This is an optimization exercise on Yosys and OpenROAD, whose aim is small area, not a production implementation.
The RTL was checked by simulation tests, not by an equivalence proof against the original design.
Power and IR drop assume default switching activity.

// chatsala_core
module chatsala_core (
    input  wire        clk,
    input  wire        rst,
    input  wire        char_valid,
    input  wire [7:0]  char_data,
    input  wire        line_in,
    output reg         line_out,
    output wire        char_ready,
    output wire        msg_valid,
    output wire [4:0]  msg_id,
    output wire [2:0]  msg_len,
    output wire [55:0] msg_data,
    output wire        err_oversize,
    output reg         v_fault
);
    localparam RN = 19;
    reg [3:0] tdiv;
    wire tick = &tdiv;
    always @(posedge clk) begin
        if (rst) tdiv <= 4'd0;
        else     tdiv <= tdiv + 4'd1;
    end
    reg       f_push;
    reg [3:0] f_len;
    wire q_full;
    wire pop;
    assign char_ready = !f_push && !rst;
    wire accept  = char_valid && char_ready;
    wire is_term = (char_data == 8'h0A) || (char_data == 8'h0D);
    assign err_oversize = accept && is_term && f_len[3];
    wire f_sig = f_push && (f_len == 4'd15);
    wire sig   = f_sig && !rst;
    wire push  = f_push && !f_sig && !q_full;
    always @(posedge clk) begin
        if (rst) begin
            f_push <= 1'b0;
            f_len  <= 4'd0;
        end else if (f_sig) begin
            f_push <= 1'b0;
            f_len  <= 4'd0;
        end else if (push) begin
            f_len <= f_len - 4'd1;
        end else if (accept) begin
            if (!is_term) begin
                if (!f_len[3]) f_len <= f_len + 4'd1;
            end else if (!f_len[3]) begin
                f_len  <= f_len + 4'd4;
                f_push <= 1'b1;
            end else begin
                f_len <= 4'd0;
            end
        end
    end
    reg [4:0] q_cnt;
    assign q_full = q_cnt[4];
    wire q_empty = (q_cnt == 5'd0);
    always @(posedge clk) begin
        if (rst)               q_cnt <= 5'd0;
  ...
export LEC_CHECK = 0
export CAP_MARGIN = 10
export CORE_MARGIN = 2
export CORE_UTILIZATION = 55
export GPL_TIMING_DRIVEN = 0
export PLACE_DENSITY = 0.7
export SLEW_MARGIN = 10
create_clock -name core_clock -period 10.0 [get_ports {clk}]
standard.sh (not shown) runs the stock make flow with config.mk's settings and CLKGATE_MAP_FILE= SYNTH_SCRIPT=/design/flow/synth_recipe.tcl, a recipe that flattens the netlist after the stock synthesis.
==> flow/flow/run.sh <==
#!/bin/bash
# Own layout flow: the standard flow (standard.sh) with these changes:
#  - synthesis maps the logic with an area-oriented ABC script (flow/abc_area.script)
#    instead of ORFS's speed script; everything else in the synthesis is the standard flow's
#    own synth_recipe.tcl, so the registers are the standard synthesis's;
#  - adders are left to ABC (no extract_fa / half-adder cells);
#  - the port buffers that placement inserts on every input and output are
#    sky130_fd_sc_hd__buf_1 cells;
#  - clock tree synthesis clusters at most 16 sinks within 80 um behind each
#    sky130_fd_sc_hd__clkbuf_8 and adds no dummy loads.
set -euo pipefail
W=$(pwd)

cat > "$W/flow_synth.tcl" <<EOT
proc abc {args} {
  set i [lsearch -exact \$args -script]
  if {\$i >= 0} { lset args [expr {\$i + 1}] {$W/flow/abc_area.script} }
  yosys abc {*}\$args
}
set ::env(ADDER_MAP_FILE) ""
source {$W/synth_recipe.tcl}
EOT

sed "s#SYNTH_SCRIPT=[^ ']*synth_recipe\.tcl#SYNTH_SCRIPT=$W/flow_synth.tcl#" standard.sh > flow_standard.sh
grep -q "SYNTH_SCRIPT=$W/flow_synth.tcl" flow_standard.sh

export BUFFER_PORTS_ARGS="-buffer_cell sky130_fd_sc_hd__buf_1"
export CTS_ARGS="-sink_clustering_enable -repair_clock_nets -dont_use_dummy_load -sink_clustering_size 16 -sink_clustering_max_diameter 80 -buf_list sky130_fd_sc_hd__clkbuf_8"
bash flow_standard.sh > flow_make.log 2>&1
==> flow/flow/abc_area.script <==
strash
&get -n
&deepsyn -T 60
&put
dch -f
amap
strash
dch -f
amap
strash
dc2
dch -f
amap
The starting point went through all stages and came out clean.
Then changed:
--- a/flow/flow/run.sh
+++ b/flow/flow/run.sh
@@ -7,5 +7,5 @@
 #  - the port buffers that placement inserts on every input and output are
 #    sky130_fd_sc_hd__buf_1 cells;
-#  - clock tree synthesis clusters at most 16 sinks within 80 um behind each
+#  - clock tree synthesis clusters at most 18 sinks within 80 um behind each
 #    sky130_fd_sc_hd__clkbuf_8 and adds no dummy loads.
 set -euo pipefail
@@ -26,4 +26,4 @@
 
 export BUFFER_PORTS_ARGS="-buffer_cell sky130_fd_sc_hd__buf_1"
-export CTS_ARGS="-sink_clustering_enable -repair_clock_nets -dont_use_dummy_load -sink_clustering_size 16 -sink_clustering_max_diameter 80 -buf_list sky130_fd_sc_hd__clkbuf_8"
+export CTS_ARGS="-sink_clustering_enable -repair_clock_nets -dont_use_dummy_load -sink_clustering_size 18 -sink_clustering_max_diameter 80 -buf_list sky130_fd_sc_hd__clkbuf_8"
 bash flow_standard.sh > flow_make.log 2>&1
==> flow/flow/abc_area.script (replaced) <==
strash
&get -n
&deepsyn -T 240
&put
dch -f
amap
strash
dch -f
amap
strash
dc2
dch -f
amap
CAP_MARGIN = 5   (was 10)
SLEW_MARGIN = 5   (was 10)
Setup slack loses 0.55 ns; non-clock buffer count grows by 3; design area barely changes; wire length shrinks by 0.73%; die area barely changes; clock skew grows by 0.018 ns; total power shrinks by 0.34%; cell count grows by 0.88%; global-route usage barely changes; via count shrinks by 1.0%.

chatsala_core again, from the RTL that the note above started with.
Design chatsala_core, start of the top module:
module chatsala_core (
    input  wire        clk,
    input  wire        rst,
    input  wire        char_valid,
    input  wire [7:0]  char_data,
    input  wire        line_in,
    output reg         line_out,
    output wire        char_ready,
    output wire        msg_valid,
    output wire [4:0]  msg_id,
    output wire [2:0]  msg_len,
    output wire [55:0] msg_data,
    output wire        err_oversize,
    output reg         v_fault
);
    localparam RN = 19;
    reg [3:0] tdiv;
    wire tick = &tdiv;
    always @(posedge clk) begin
        if (rst) tdiv <= 4'd0;
        else     tdiv <= tdiv + 4'd1;
    end
    reg       f_push;
    reg [3:0] f_len;
    wire q_full;
    wire pop;
    assign char_ready = !f_push && !rst;
    wire accept  = char_valid && char_ready;
    wire is_term = (char_data == 8'h0A) || (char_data == 8'h0D);
    assign err_oversize = accept && is_term && f_len[3];
    wire f_sig = f_push && (f_len == 4'd15);
    wire sig   = f_sig && !rst;
    wire push  = f_push && !f_sig && !q_full;
    always @(posedge clk) begin
        if (rst) begin
            f_push <= 1'b0;
            f_len  <= 4'd0;
        end else if (f_sig) begin
            f_push <= 1'b0;
            f_len  <= 4'd0;
        end else if (push) begin
            f_len <= f_len - 4'd1;
  ...
clock: 10.0 ns
lec_check: 0
cap_margin: 10
core_margin: 2
core_utilization: 55
gpl_timing_driven: 0
place_density: 0.7
slew_margin: 10
==> flow/flow/run.sh <==
#!/bin/bash
# Own layout flow: the standard flow (standard.sh) with these changes:
#  - synthesis maps the logic with an area-oriented ABC script (flow/abc_area.script)
#    instead of ORFS's speed script; everything else in the synthesis is the standard flow's
#    own synth_recipe.tcl, so the registers are the standard synthesis's;
#  - adders are left to ABC (no extract_fa / half-adder cells);
#  - the port buffers that placement inserts on every input and output are
#    sky130_fd_sc_hd__buf_1 cells;
#  - clock tree synthesis clusters at most 18 sinks within 80 um behind each
#    sky130_fd_sc_hd__clkbuf_8 and adds no dummy loads.
set -euo pipefail
W=$(pwd)

cat > "$W/flow_synth.tcl" <<EOT
proc abc {args} {
  set i [lsearch -exact \$args -script]
  if {\$i >= 0} { lset args [expr {\$i + 1}] {$W/flow/abc_area.script} }
  yosys abc {*}\$args
}
set ::env(ADDER_MAP_FILE) ""
source {$W/synth_recipe.tcl}
EOT

sed "s#SYNTH_SCRIPT=[^ ']*synth_recipe\.tcl#SYNTH_SCRIPT=$W/flow_synth.tcl#" standard.sh > flow_standard.sh
grep -q "SYNTH_SCRIPT=$W/flow_synth.tcl" flow_standard.sh

export BUFFER_PORTS_ARGS="-buffer_cell sky130_fd_sc_hd__buf_1"
export CTS_ARGS="-sink_clustering_enable -repair_clock_nets -dont_use_dummy_load -sink_clustering_size 18 -sink_clustering_max_diameter 80 -buf_list sky130_fd_sc_hd__clkbuf_8"
bash flow_standard.sh > flow_make.log 2>&1
==> flow/flow/abc_area.script <==
strash
&get -n
&deepsyn -T 240
&put
dch -f
amap
strash
dch -f
amap
strash
dc2
dch -f
amap
Then changed:
--- a/flow/flow/run.sh
+++ b/flow/flow/run.sh
@@ -7,6 +7,6 @@
 #  - the port buffers that placement inserts on every input and output are
 #    sky130_fd_sc_hd__buf_1 cells;
-#  - clock tree synthesis clusters at most 18 sinks within 80 um behind each
-#    sky130_fd_sc_hd__clkbuf_8 and adds no dummy loads.
+#  - clock tree synthesis clusters at most 30 sinks within 120 um and adds no
+#    dummy loads.
 set -euo pipefail
 W=$(pwd)
@@ -26,4 +26,4 @@
 
 export BUFFER_PORTS_ARGS="-buffer_cell sky130_fd_sc_hd__buf_1"
-export CTS_ARGS="-sink_clustering_enable -repair_clock_nets -dont_use_dummy_load -sink_clustering_size 18 -sink_clustering_max_diameter 80 -buf_list sky130_fd_sc_hd__clkbuf_8"
+export CTS_ARGS="-sink_clustering_enable -repair_clock_nets -dont_use_dummy_load -sink_clustering_size 30 -sink_clustering_max_diameter 120"
 bash flow_standard.sh > flow_make.log 2>&1
==> flow/flow/abc_area.script (replaced) <==
strash
&get -n
&deepsyn -T 60
&put
dch -f
amap
CAP_MARGIN = 20   (was 10)
GPL_TIMING_DRIVEN = default   (was 0)
SLEW_MARGIN = 20   (was 10)
Outcome: The new run went through all stages and came out clean; die area goes up by 0.31%; clock-buffer cell count goes down by 6; cell count goes up by 0.52%; register-to-register slack improved by 0.64 ns; final area goes up by 1.9%.
Then changed:
--- a/flow/flow/run.sh
+++ b/flow/flow/run.sh
@@ -7,6 +7,6 @@
 #  - the port buffers that placement inserts on every input and output are
 #    sky130_fd_sc_hd__buf_1 cells;
-#  - clock tree synthesis clusters at most 30 sinks within 120 um and adds no
-#    dummy loads.
+#  - clock tree synthesis clusters at most 18 sinks within 80 um behind each
+#    sky130_fd_sc_hd__clkbuf_8 and adds no dummy loads.
 set -euo pipefail
 W=$(pwd)
@@ -26,4 +26,4 @@
 
 export BUFFER_PORTS_ARGS="-buffer_cell sky130_fd_sc_hd__buf_1"
-export CTS_ARGS="-sink_clustering_enable -repair_clock_nets -dont_use_dummy_load -sink_clustering_size 30 -sink_clustering_max_diameter 120"
+export CTS_ARGS="-sink_clustering_enable -repair_clock_nets -dont_use_dummy_load -sink_clustering_size 18 -sink_clustering_max_diameter 80 -buf_list sky130_fd_sc_hd__clkbuf_8"
 bash flow_standard.sh > flow_make.log 2>&1
==> flow/flow/abc_area.script (replaced) <==
strash
&get -n
&deepsyn -T 60
&put
dch -f
amap
strash
dch -f
amap
strash
dc2
dch -f
amap
CAP_MARGIN = 10   (was 20)
GPL_TIMING_DRIVEN = 0   (was default)
SLEW_MARGIN = 10   (was 20)
First-iteration DRC count came out higher by about 4%.
Via count came out lower by about 0.37%.
Die area is about the same.
Hold slack degrades by 0.0031 ns.
Routed wire length barely changes.
Non-clock buffer count came out lower by 23.
Cell count came out lower by 1.4%.
Then changed:
--- a/flow/flow/run.sh
+++ b/flow/flow/run.sh
@@ -7,6 +7,6 @@
 #  - the port buffers that placement inserts on every input and output are
 #    sky130_fd_sc_hd__buf_1 cells;
-#  - clock tree synthesis clusters at most 18 sinks within 80 um behind each
-#    sky130_fd_sc_hd__clkbuf_8 and adds no dummy loads.
+#  - clock tree synthesis clusters at most 30 sinks within 120 um and adds no
+#    dummy loads.
 set -euo pipefail
 W=$(pwd)
@@ -26,4 +26,4 @@
 
 export BUFFER_PORTS_ARGS="-buffer_cell sky130_fd_sc_hd__buf_1"
-export CTS_ARGS="-sink_clustering_enable -repair_clock_nets -dont_use_dummy_load -sink_clustering_size 18 -sink_clustering_max_diameter 80 -buf_list sky130_fd_sc_hd__clkbuf_8"
+export CTS_ARGS="-sink_clustering_enable -repair_clock_nets -dont_use_dummy_load -sink_clustering_size 30 -sink_clustering_max_diameter 120"
 bash flow_standard.sh > flow_make.log 2>&1
==> flow/flow/abc_area.script (replaced) <==
strash
&get -n
&deepsyn -T 60
&put
dch -f
amap
Effect: Area after synthesis hardly moves; routed wire length stays flat; global-route usage rises by 0.23 points; fmax rises by 2.2%; die area stays flat; final area rises by 1.2%; worst setup slack is better by 0.14 ns; via count stays flat.
Then changed:
--- a/flow/flow/run.sh
+++ b/flow/flow/run.sh
@@ -7,6 +7,6 @@
 #  - the port buffers that placement inserts on every input and output are
 #    sky130_fd_sc_hd__buf_1 cells;
-#  - clock tree synthesis clusters at most 30 sinks within 120 um and adds no
-#    dummy loads.
+#  - clock tree synthesis clusters at most 16 sinks within 80 um behind each
+#    sky130_fd_sc_hd__clkbuf_8 and adds no dummy loads.
 set -euo pipefail
 W=$(pwd)
@@ -26,4 +26,4 @@
 
 export BUFFER_PORTS_ARGS="-buffer_cell sky130_fd_sc_hd__buf_1"
-export CTS_ARGS="-sink_clustering_enable -repair_clock_nets -dont_use_dummy_load -sink_clustering_size 30 -sink_clustering_max_diameter 120"
+export CTS_ARGS="-sink_clustering_enable -repair_clock_nets -dont_use_dummy_load -sink_clustering_size 16 -sink_clustering_max_diameter 80 -buf_list sky130_fd_sc_hd__clkbuf_8"
 bash flow_standard.sh > flow_make.log 2>&1
After rerunning: Via count is about the same; hold slack is about the same; sequential power is about the same; final area went down by 0.48%; total power went down by 2.4%; routed wire length went up by 1.6%; worst setup slack gets worse by 0.076 ns; area after synthesis does not change.

==> re-timing with driven ports <==
Ports are ideal in the flow. The routed layouts listed here were re-timed in OpenROAD. Step 1, drivers: a clkbuf_16 drives clk and a buf_2 each remaining input, both assumed. Step 2 also shifts input and output timing later by t, the mid clock arrival at the registers, as if the neighbouring blocks saw the same clock. Slacks: ideal ports / drivers / drivers and shift; pairs: ideal ports / drivers.
run | t (ns) | setup slack, ns | clock arrival spread, ns
the first run of note 1 | 0.559 | 3.375 / 3.334 / 3.479 | 0.053 / 0.053
the second run of note 1 | 0.541 | 2.821 / 2.792 / 2.792 | 0.069 / 0.068
the first run of note 2 | 0.553 | 2.849 / 2.820 / 2.820 | 0.086 / 0.086
the second run of note 2 | 0.495 | 4.035 / 4.013 / 4.013 | 0.075 / 0.074
the third run of note 2 | 0.568 | 3.386 / 3.345 / 3.546 | 0.073 / 0.074
the fourth run of note 2 | 0.505 | 3.530 / 3.484 / 3.561 | 0.073 / 0.073
the fifth run of note 2 | 0.574 | 3.454 / 3.410 / 3.523 | 0.064 / 0.064
After both steps setup and hold are still met in every run listed.
